This design comes from an exercise in tuning for small area on the open sky130 flow, not from production work.
The RTL was checked by simulation tests, not by an equivalence proof against the original design.
Power figures rest on the tool's default switching activity, not on a simulated workload.

==> try-onyx <==
// softspi_exp
module softspi_exp (
    input  wire        clk,
    input  wire        rst,           
    input  wire        cmd_valid,
    output wire        cmd_ready,
    input  wire [31:0] cmd,
    input  wire [31:0] now,           
    output reg         rsp_valid,
    output wire [15:0] rsp_data,
    output reg         rsp_refused,
    output reg         pins_oe,       
    output reg         out_data,
    output reg         out_clk,       
    output wire        out_latch,
    output wire        in_latch,      
    output wire        in_clk,        
    input  wire        in_data,
    output wire        dac_cs,
    output reg         dac_data,
    output wire        adc_convst,
    input  wire        adc_data
);
Settings: LEC_CHECK=0, CAP_MARGIN=0, CORE_MARGIN=2, CORE_UTILIZATION=40, SLEW_MARGIN=0; clock period 10.0 ns.
standard.sh (not shown) runs the stock make flow with config.mk's settings and CLKGATE_MAP_FILE= SYNTH_SCRIPT=/design/flow/synth_recipe.tcl, a recipe that flattens the netlist after the stock synthesis.
==> flow/flow/run.sh <==
#!/bin/bash
set -euo pipefail
WORK=$(pwd)
export BUFFER_PORTS_ARGS="-buffer_cell sky130_fd_sc_hd__buf_1"
export CTS_ARGS="-sink_clustering_enable -repair_clock_nets -dont_use_dummy_load -sink_clustering_size 30 -sink_clustering_max_diameter 100 -buf_list {sky130_fd_sc_hd__clkbuf_8 sky130_fd_sc_hd__clkbuf_16}"
R=$WORK/orfs/results/$FLOW_PLATFORM/softspi_exp/base
LIB=$FLOW_HOME/platforms/$FLOW_PLATFORM/lib/sky130_fd_sc_hd__tt_025C_1v80.lib
YOSYS=$(dirname "$FLOW_HOME")/tools/install/yosys/bin/yosys
[ -x "$YOSYS" ] || YOSYS=yosys

bash standard.sh synth > standard_synth.log 2>&1
cp "$R/1_2_yosys.v" "$WORK/synth_standard.v"

# Two rounds: each runs every ABC script on the current netlist and keeps the
# smallest result if it is smaller than the current one.
cur="$WORK/synth_standard.v"
cur_area=$(python3 - "$cur" "$LIB" <<'EOP'
import re,sys
area={}; c=None
for l in open(sys.argv[2]):
    m=re.match(r'\s*cell \("?(\w+)"?\)',l)
    if m: c=m.group(1)
    m=re.match(r'\s*area\s*:\s*([\d.]+)',l)
    if m and c and c not in area: area[c]=float(m.group(1))
print(sum(area.get(t,0) for t in re.findall(r'^\s*(sky130_fd_sc_hd__\w+)\s',open(sys.argv[1]).read(),re.M)))
EOP
)
echo "standard area $cur_area" >> remap_choice.log
for round in 1 2; do
  best=""; best_area=$cur_area
  for s in 1 2 3 4; do
    out="$WORK/remap_r${round}_$s"
    if bash flow/remap.sh "$cur" "$out.v" "$LIB" "$WORK/flow/abc$s.script" "$YOSYS" "$out.ys" > "$out.log" 2>&1; then
      a=$(grep -i "chip area for module" "$out.log" | tail -1 | awk '{print $NF}')
      echo "round $round abc$s area $a" >> remap_choice.log
      if awk "BEGIN{exit !($a < $best_area)}"; then best="$out.v"; best_area=$a; fi
    fi
  done
  [ -n "$best" ] || break
  cur="$best"; cur_area=$best_area
  echo "round $round chose $best area $best_area" >> remap_choice.log
done
cp "$cur" "$R/1_2_yosys.v"
touch "$R/1_2_yosys.v"

bash standard.sh > standard_finish.log 2>&1
Other scripts of this flow, unchanged in this note and not shown: flow/flow/abc1.script, flow/flow/abc2.script, flow/flow/abc3.script, flow/flow/abc4.script, flow/flow/remap.sh
==> inputs of try-tundra, as changes to try-onyx <==
--- a/flow/design.v
+++ b/flow/design.v
@@ -3,15 +3,15 @@
     input  wire        rst,           
     input  wire        cmd_valid,
     output wire        cmd_ready,
     input  wire [31:0] cmd,
     input  wire [31:0] now,           
     output reg         rsp_valid,
     output wire [15:0] rsp_data,
-    output reg         rsp_refused,
+    output wire        rsp_refused,
     output reg         pins_oe,       
     output reg         out_data,
     output reg         out_clk,       
     output wire        out_latch,
     output wire        in_latch,      
     output wire        in_clk,        
     input  wire        in_data,
@@ -57,15 +57,18 @@
     reg [2:0]  aoff;
     reg        adc_z;        
     reg        pend;         
     reg [31:0] last;
     reg        primed;
     reg        enabled;
     reg [16:0] dv;           
-    reg        rk_pin, rk_ch;
+    reg  [1:0] rk;
+    wire       rk_pin = rk[1] & !rk[0];
+    wire       rk_ch  = rk[1] &  rk[0];
+    assign     rsp_refused = !rk[1] & rk[0];
     integer i;
     wire [7:0]  c_op  = cmd[31:24];
     wire [7:0]  c_idx = cmd[15:8];
     wire [7:0]  c_ch  = cmd[23:16];
     reg c_legal;
     always @(*) begin
         case (c_op)
@@ -170,32 +173,28 @@
             primed    <= 1'b0;
             enabled   <= 1'b0;
             rsp_valid <= 1'b0;
             pins_oe   <= 1'b0;
             out_data  <= 1'b0;
             out_clk   <= 1'b0;
             dac_data  <= 1'b0;
-            rsp_refused <= 1'b0;
-            rk_pin    <= 1'b0;
-            rk_ch     <= 1'b0;
+            rk        <= 2'b00;
         end else begin
             aoff        <= aoff + 3'd1;
             rsp_valid   <= 1'b0;
-            rsp_refused <= 1'b0;
-            rk_pin      <= 1'b0;
-            rk_ch       <= 1'b0;
+            rk          <= 2'b00;
             ph          <= 4'd0;
             case (state)
             S_IDLE: begin
                 op_seq   <= (c_op == OP_START) || (c_op == OP_TASK);
                 idx      <= cmd[12:8] | {5{cmd[28] & cmd[24]}};
                 bc       <= 7'd23;
                 if (accept) begin
                     if (!c_legal) begin
-                        rsp_refused <= 1'b1;
+                        rk          <= 2'b01;
                         rsp_valid   <= 1'b1;
                     end else begin
                         case (c_op)
                         OP_START: state <= S_CFG;
                         OP_STOP: begin
                             pins_oe   <= 1'b0;
                             in_z      <= 1'b1;
@@ -212,27 +211,27 @@
                         OP_WPORT: begin
                             out_state <= cmd[23:0];
                             out_z     <= 1'b0;
                             state     <= S_LO;
                         end
                         OP_SCAN:  state <= S_SLAT0;
                         OP_RPIN: begin
-                            rk_pin    <= (c_idx < 8'd16);
+                            rk        <= {(c_idx < 8'd16), 1'b0};
                             rsp_valid <= 1'b1;
                         end
                         OP_SETCH: begin
                             if (c_ch < 8'd2)
                                 state <= S_DCS0;
                             else
                                 rsp_valid <= 1'b1;
                         end
                         OP_CONV:  state <= S_CV;
                         OP_RSMP:  state <= S_RCS0;
                         OP_RCH: begin
-                            rk_ch     <= (c_idx < 8'd8);
+                            rk        <= {(c_idx < 8'd8), (c_idx < 8'd8)};
                             rsp_valid <= 1'b1;
                         end
                         OP_TASK: begin
                             if (enabled && due) begin
                                 last   <= now;
                                 primed <= 1'b0;
                                 state  <= S_SLAT0;
CAP_MARGIN = 20   (was 0)
CORE_UTILIZATION = 75   (was 40)
SLEW_MARGIN = 20   (was 0)
==> inputs of try-delta, as changes to try-onyx <==
CAP_MARGIN = 20   (was 0)
CORE_UTILIZATION = 60   (was 40)
SLEW_MARGIN = 20   (was 0)
==> impl_metrics.toml <==
[layout]
buf_share = 0.04260
multi_input_area_mm2 = 0.003541
multi_input_comb_cells = 598

[pwr]
total_power_mw = 1.712
p_seq_frac = 0.632
switching_power_uw = 379.9
irDropWorstVdd_uv = 99.23
total_leakage_power_nw = 3.549

[routing]
wl_met1_mm = 10.75
first_pass_iters = 9

[outcome]
status = "finished clean"

[synthesis]
synth_area_mm2 = 0.009844
netlist_instances = 958

[floorplan]
die_area_mm2 = 0.01745

[cts]
cts_sinks = 255
[end of results for try-delta]
==> impl_metrics.toml <==
[outcome]
status = "finished clean"

[synthesis]
synth_area_mm2 = 0.009844
netlist_instances = 958

[pwr]
irDropWorstVdd_uv = 109.3
total_power_mw = 1.746
switching_power_uw = 396.3
p_seq_frac = 0.619

[floorplan]
die_area_mm2 = 0.02588

[layout]
multi_input_area_mm2 = 0.003532
buf_share = 0.04201
[end of results for try-onyx]
==> impl_metrics.toml <==
[outcome]
status = "finished clean"

[pwr]
total_leakage_power_nw = 3.511
p_seq_frac = 0.630
irDropWorstVdd_uv = 103.1
total_power_mw = 1.708
switching_power_uw = 384.4

[routing]
first_pass_iters = 9
wl_met1_mm = 10.03

[synthesis]
synth_area_mm2 = 0.009837

[cts]
cts_sinks = 254

[layout]
multi_input_area_mm2 = 0.003515
buf_share = 0.04029

[floorplan]
die_area_mm2 = 0.01405
[end of results for try-tundra]

---

==> inputs of 03-13 <==
softspi_exp, a different RTL version from the one above (not shown whole).
clock: 10.0 ns
lec_check: 0
cap_margin: 20
core_margin: 2
core_utilization: 40
cts_buf_list: sky130_fd_sc_hd__clkbuf_2 sky130_fd_sc_hd__clkbuf_4
cts_cluster_size: 30
slew_margin: 20
run.sh (not shown) runs the stock make flow with config.mk's settings and CLKGATE_MAP_FILE= SYNTH_SCRIPT=/design/flow/synth_recipe.tcl, a recipe that flattens the netlist after the stock synthesis.
Stock flow here: none of the scripts above is used.
==> 03-21 (differences from 03-13) <==
--- a/flow/design.v
+++ b/flow/design.v
@@ -22,37 +22,36 @@
 );
     localparam [7:0] OP_START = 8'h01, OP_STOP  = 8'h02,
                      OP_WPIN  = 8'h10, OP_WPORT = 8'h11,
                      OP_SCAN  = 8'h20, OP_RPIN  = 8'h21,
                      OP_SETCH = 8'h30,
                      OP_CONV  = 8'h40, OP_RSMP  = 8'h41, OP_RCH = 8'h42,
                      OP_TASK  = 8'h50;
     localparam [3:0] S_IDLE  = 4'd0,
-                     S_CFG   = 4'd1,    
-                     S_DRV   = 4'd2,    
-                     S_LO    = 4'd3,    
-                     S_LAT1  = 4'd4,
-                     S_LAT0  = 4'd5,
-                     S_DCS0  = 4'd6,    
-                     S_DT    = 4'd7,    
-                     S_DCS1  = 4'd8,
-                     S_SLAT0 = 4'd9,    
-                     S_SLAT1 = 4'd10,
-                     S_SI    = 4'd11,   
-                     S_RCS0  = 4'd12,   
+                     S_CFG   = 4'd5,    
+                     S_DRV   = 4'd6,    
+                     S_LO    = 4'd11,    
+                     S_LAT1  = 4'd9,
+                     S_LAT0  = 4'd2,
+                     S_DCS0  = 4'd8,    
+                     S_DT    = 4'd10,    
+                     S_DCS1  = 4'd14,
+                     S_SLAT0 = 4'd7,    
+                     S_SLAT1 = 4'd4,
+                     S_SI    = 4'd3,   
+                     S_RCS0  = 4'd1,   
                      S_RS    = 4'd13,   
-                     S_RCS1  = 4'd14,
-                     S_CV    = 4'd15;   
+                     S_RCS1  = 4'd15,
+                     S_CV    = 4'd12;   
     reg [3:0]  state;
     reg [3:0]  ph;
     reg [6:0]  bc;
     reg        op_start, op_task;
     reg [4:0]  idx;          
-    reg        val;          
     reg [23:0] out_state;
     reg        out_z;        
     reg [15:0] in_s;         
     reg        in_z;         
     reg [15:0] aw [0:7];     
     reg [2:0]  aoff;
     reg        adc_z;        
     reg        pend, pflag;  
@@ -114,17 +113,17 @@
         for (i = 0; i < 8; i = i + 1)
             rd_ch = rd_ch | (aw[i] & {16{rsel == i}});
         rd_in = 1'b0;
         for (i = 0; i < 16; i = i + 1)
             rd_in = rd_in | (in_s[i] & ({~idx[3], idx[2:0]} == i));
     end
     assign rsp_data = (rd_ch & {16{rk_ch && !adc_z}}) |
                       {15'd0, rd_in & rk_pin & !in_z};
-    wire lo_bit = (bc[4:0] == idx) ? val : (!out_z && out_state[23]);
+    wire lo_bit = (bc[4:0] == idx) ? pend : (!out_z && out_state[23]);
     reg init_bit;
     always @(*) begin
         case (idx[2:0])
             3'd0:    init_bit = (bc[4:0] == 5'd21) || (bc[4:0] == 5'd1) || (bc[4:0] == 5'd0);
             3'd1:    init_bit = (bc[4:0] == 5'd21) || (bc[4:0] == 5'd20) || (bc[4:0] == 5'd1) || (bc[4:0] == 5'd0);
             3'd2:    init_bit = (bc[4:0] >= 5'd15) && (bc[4:0] <= 5'd20);
             3'd3:    init_bit = (bc[4:0] == 5'd21) || (bc[4:0] == 5'd20) || (bc[4:0] == 5'd19) || (bc[4:0] == 5'd0);
             default: init_bit = (bc[4:0] == 5'd17);
@@ -132,31 +131,35 @@
     end
     wire dt_bit = op_start ? init_bit :
                   (bc[4:0] >= 5'd17) ? ((bc[4:0] == 5'd20) || (bc[4:0] == 5'd19)) : dv[0];
     reg [16:0] dv_load;
     always @(*) begin
         for (i = 0; i < 17; i = i + 1)
             dv_load[(70 + 51 - 3 * i) % 17] = cmd[i];
     end
+    wire       smp  = in_rs && (ph == 4'd3);
     wire [2:0] cpos = ~bc[6:4] + aoff;    
-    wire       wr   = pflag && (cpos[1:0] == 2'b11);
+    wire       wr   = (smp || pflag) && (cpos[1:0] == 2'b11);
+    wire       wbit = smp ? adc_data : pend;
     wire       wr_a = wr && cpos[2];      
     wire       wr_b = wr && !cpos[2];     
     always @(posedge clk) begin
-        aw[0] <= wr_a ? {aw[7][14:0], pend} : aw[7];
+        aw[0] <= wr_a ? {aw[7][14:0], wbit} : aw[7];
         aw[1] <= aw[0];
         aw[2] <= aw[1];
         aw[3] <= aw[2];
-        aw[4] <= wr_b ? {aw[3][14:0], pend} : aw[3];
+        aw[4] <= wr_b ? {aw[3][14:0], wbit} : aw[3];
         aw[5] <= aw[4];
         aw[6] <= aw[5];
         aw[7] <= aw[6];
         dv    <= idle ? dv_load : {dv[0], dv[16:1]};
-        if (in_rs && ph == 4'd3)
+        if (idle)
+            pend <= cmd[0];
+        else if (smp)
             pend <= adc_data;
     end
     always @(posedge clk) begin
         if (rst) begin
             state     <= S_IDLE;
             ph        <= 4'd0;
             aoff      <= 3'd0;
             pflag     <= 1'b0;
@@ -182,17 +185,16 @@
             ph          <= 4'd0;
             if (wr)
                 pflag <= 1'b0;
             case (state)
             S_IDLE: begin
                 op_start <= (c_op == OP_START);
                 op_task  <= (c_op == OP_TASK);
                 idx      <= cmd[12:8] | {5{cmd[28] & cmd[24]}};
-                val      <= cmd[0];
                 bc       <= 7'd23;
                 if (accept) begin
                     if (!c_legal) begin
                         rsp_refused <= 1'b1;
                         rsp_valid   <= 1'b1;
                     end else begin
                         case (c_op)
                         OP_START: state <= S_CFG;
@@ -302,17 +304,17 @@
                     ph      <= 4'd0;
                     bc      <= bc - 7'd1;
                     if (bc[4:0] == 5'd0)
                         state <= S_DCS1;
                 end
             end
             S_DCS1: begin
                 if (op_start && idx[2:0] != 3'd4) begin
-                    idx   <= idx + 5'd1;
+                    idx[2:0] <= idx[2:0] + 3'd1;
                     state <= S_DCS0;
                 end else begin
                     if (op_start) begin
                         primed  <= 1'b1;
                         enabled <= 1'b1;
                     end
                     rsp_valid <= 1'b1;
                     state     <= S_IDLE;
@@ -337,27 +339,26 @@
                         else begin
                             rsp_valid <= 1'b1;
                             state     <= S_IDLE;
                         end
                     end
                 end
             end
             S_RCS0: begin
-                bc    <= 7'd0;
+                bc    <= 7'd127;
                 state <= S_RS;
             end
             S_RS: begin
                 ph <= ph + 4'd1;
-                if (ph == 4'd0)
-                    bc <= bc - 7'd1;
-                if (ph == 4'd3)
+                if (ph == 4'd3 && !wr)
                     pflag <= 1'b1;
                 if (ph == 4'd6) begin
                     ph <= 4'd0;
+                    bc <= bc - 7'd1;
                     if (bc == 7'd0)
                         state <= S_RCS1;
                 end
             end
             S_RCS1: begin
                 adc_z <= 1'b0;
                 if (op_task)
                     state <= S_CV;
==> flow/flow/run.sh (new file) <==
#!/bin/bash
set -euo pipefail
WORK=$(pwd)
export BUFFER_PORTS_ARGS="-buffer_cell sky130_fd_sc_hd__buf_1"
export CTS_ARGS="-sink_clustering_enable -repair_clock_nets -dont_use_dummy_load -sink_clustering_size 34 -sink_clustering_max_diameter 120 -buf_list {sky130_fd_sc_hd__clkbuf_8 sky130_fd_sc_hd__clkbuf_16}"
R=$WORK/orfs/results/$FLOW_PLATFORM/softspi_exp/base
LIB=$FLOW_HOME/platforms/$FLOW_PLATFORM/lib/sky130_fd_sc_hd__tt_025C_1v80.lib
YOSYS=$(dirname "$FLOW_HOME")/tools/install/yosys/bin/yosys
[ -x "$YOSYS" ] || YOSYS=yosys

bash standard.sh synth > standard_synth.log 2>&1
cp "$R/1_2_yosys.v" "$WORK/synth_standard.v"

best=""; best_area=""
for s in 1 2 3; do
  if bash flow/remap.sh "$WORK/synth_standard.v" "$WORK/remap_$s.v" "$LIB" "$WORK/flow/abc$s.script" "$YOSYS" "$WORK/remap_$s.ys" > "remap_$s.log" 2>&1; then
    a=$(grep -i "chip area for module" "remap_$s.log" | tail -1 | awk '{print $NF}')
    echo "abc$s area $a" >> remap_choice.log
    if [ -z "$best" ] || awk "BEGIN{exit !($a < $best_area)}"; then best=$s; best_area=$a; fi
  fi
done
echo "chosen abc$best area $best_area" >> remap_choice.log
if [ -n "$best" ]; then
  cp "$WORK/remap_$best.v" "$R/1_2_yosys.v"
  touch "$R/1_2_yosys.v"
fi

bash standard.sh > standard_finish.log 2>&1
==> flow/flow/abc1.script (new file) <==
strash
dch -f
amap
==> flow/flow/abc2.script (new file) <==
strash
dch -f
amap
strash
dch
amap
==> flow/flow/abc3.script (new file) <==
strash
dch -f
map -a
strash
dch -f
amap
==> flow/flow/remap.sh (new file) <==
#!/bin/bash
# remap.sh IN.v OUT.v LIB ABC_SCRIPT YOSYS YS_FILE
# Re-maps the combinational logic of a synthesized netlist with ABC; every
# flip-flop instance is kept as it is (same name, cell type and connections).
set -euo pipefail
IN=$1; OUT=$2; LIB=$3; SCRIPT=$4; YOSYS=$5; YS=$6
DU=""
for c in sky130_fd_sc_hd__probe_p_8 sky130_fd_sc_hd__probec_p_8 sky130_fd_sc_hd__lpflow_bleeder_1 \
    sky130_fd_sc_hd__lpflow_clkbufkapwr_1 sky130_fd_sc_hd__lpflow_clkbufkapwr_16 sky130_fd_sc_hd__lpflow_clkbufkapwr_2 \
    sky130_fd_sc_hd__lpflow_clkbufkapwr_4 sky130_fd_sc_hd__lpflow_clkbufkapwr_8 sky130_fd_sc_hd__lpflow_clkinvkapwr_1 \
    sky130_fd_sc_hd__lpflow_clkinvkapwr_16 sky130_fd_sc_hd__lpflow_clkinvkapwr_2 sky130_fd_sc_hd__lpflow_clkinvkapwr_4 \
    sky130_fd_sc_hd__lpflow_clkinvkapwr_8 sky130_fd_sc_hd__lpflow_inputiso0n_1 sky130_fd_sc_hd__lpflow_inputiso0p_1 \
    sky130_fd_sc_hd__lpflow_inputiso1n_1 sky130_fd_sc_hd__lpflow_inputiso1p_1 sky130_fd_sc_hd__lpflow_inputisolatch_1 \
    sky130_fd_sc_hd__lpflow_isobufsrc_1 sky130_fd_sc_hd__lpflow_isobufsrc_16 sky130_fd_sc_hd__lpflow_isobufsrc_2 \
    sky130_fd_sc_hd__lpflow_isobufsrc_4 sky130_fd_sc_hd__lpflow_isobufsrc_8 sky130_fd_sc_hd__lpflow_isobufsrckapwr_16; do
  DU="$DU -dont_use $c"
done
FFS=$(grep -o "sky130_fd_sc_hd__[a-z0-9_]*df[a-z0-9_]*" "$IN" | sort -u | tr '\n' ' ')
cat > "$YS" <<EOY
read_liberty -overwrite -ignore_miss_func $LIB
read_verilog $IN
hierarchy -top softspi_exp
setattr -mod -set keep_hierarchy 1 $FFS
flatten
opt_clean -purge
abc -liberty $LIB -script $SCRIPT $DU
opt_clean -purge
hilomap -singleton -hicell sky130_fd_sc_hd__conb_1 HI -locell sky130_fd_sc_hd__conb_1 LO
splitnets
opt_clean -purge
insbuf -buf sky130_fd_sc_hd__buf_4 A X
read_liberty -lib -overwrite -ignore_miss_func $LIB
check -assert -mapped
stat -liberty $LIB
write_verilog -noattr -nohex -nodec $OUT
EOY
"$YOSYS" -s "$YS"
==> flow/standard.sh (new file) <==
#!/bin/bash
# synth_recipe.tcl (not shown) runs the flow's synth.tcl, then flattens the netlist and writes it again
# the make line also repeats each setting of config.mk as NAME=value (left out here)
make -C /OpenROAD-flow-scripts/flow DESIGN_CONFIG=/design/flow/config.mk WORK_HOME=/design/flow/orfs CLKGATE_MAP_FILE= SYNTH_SCRIPT=/design/flow/synth_recipe.tcl "${@:-finish}"
CTS_BUF_LIST = default   (was sky130_fd_sc_hd__clkbuf_2 sky130_fd_sc_hd__clkbuf_4)
CTS_CLUSTER_SIZE = default   (was 30)
removed: flow/run.sh
==> notes <==
- Clock skew: 03-13 is higher than 03-21 (19 ps).
- Design area: 03-21 is smaller than 03-13 (18%).
- Between 03-13 and 03-21, the lower maximum frequency is in 03-13 (gap 3.1%, measured against 03-21).
- Of 03-13 and 03-21, 03-13 has the higher final cell count (gap about 10%, measured against 03-21).
- Against 03-21, the sequential cell count of 03-13 is higher by 1.
==> figures <==
metric                                                                      03-13             03-21
Final clock skew                                                          58.7 ps           39.8 ps
Nonclk inv count                                                               53               112
Proportion of power drawn by flip-flops and latches                         48.1%             53.8%
Wire length on met1                                                       12.1 mm           12.0 mm
Clock latency reported for the late side of the worst-skew pair            700 ps            490 ps
Switching share of power                                                    24.5%             31.6%
Total iterations of the first detailed-routing run                              6                 5
Cell at the root of the clock tree                                       clkbuf_4         clkbuf_16
Run status                                               timing/DRC/antenna clean  timing/DRC/antenna clean
Origin of the worst setup path                                   idx[0]$_DFFE_PP_  idx[2]$_DFFE_PP_
Taps Inserted                                                                 378               324
Buffering overhead                                                          8.13%             3.96%

==> afterwards: timing with drivers on the ports <==
In the flow no input, the clock included, has a driving cell. The finished layouts below were timed again as built, in two steps.
Step 1 (the two cells are an assumption about what drives the block):
set clk [get_ports {clk}]
set_driving_cell -lib_cell sky130_fd_sc_hd__clkbuf_16 $clk
set_driving_cell -lib_cell sky130_fd_sc_hd__buf_2 [delete_from_list [all_inputs] $clk]
Step 2 times the ports against the registers' clock, not the clock port: input delays grow and output delays shrink by t, the midpoint of the rising clock arrivals with the driver on.
Slacks: no drivers / after step 1 / after step 2; pairs: no drivers / after step 1.
run	t (ns)	setup WS [ns]	worst setup path after step 2	clock arrival spread, ns	worst slew at a driven data input, ns
try-onyx	0.520	4.014 / 3.962 / 4.482	register to output	0.057 / 0.058	0.06
try-tundra	0.496	4.179 / 4.137 / 4.633	register to output	0.054 / 0.054	0.05
try-delta	0.508	4.015 / 3.969 / 4.476	register to output	0.036 / 0.035	0.05
03-13	0.706	3.874 / 3.831 / 4.216	input to register	0.066 / 0.066	0.04
03-21	0.520	4.064 / 4.014 / 4.535	register to output	0.041 / 0.041	0.04
After both steps every run listed still meets setup and hold.
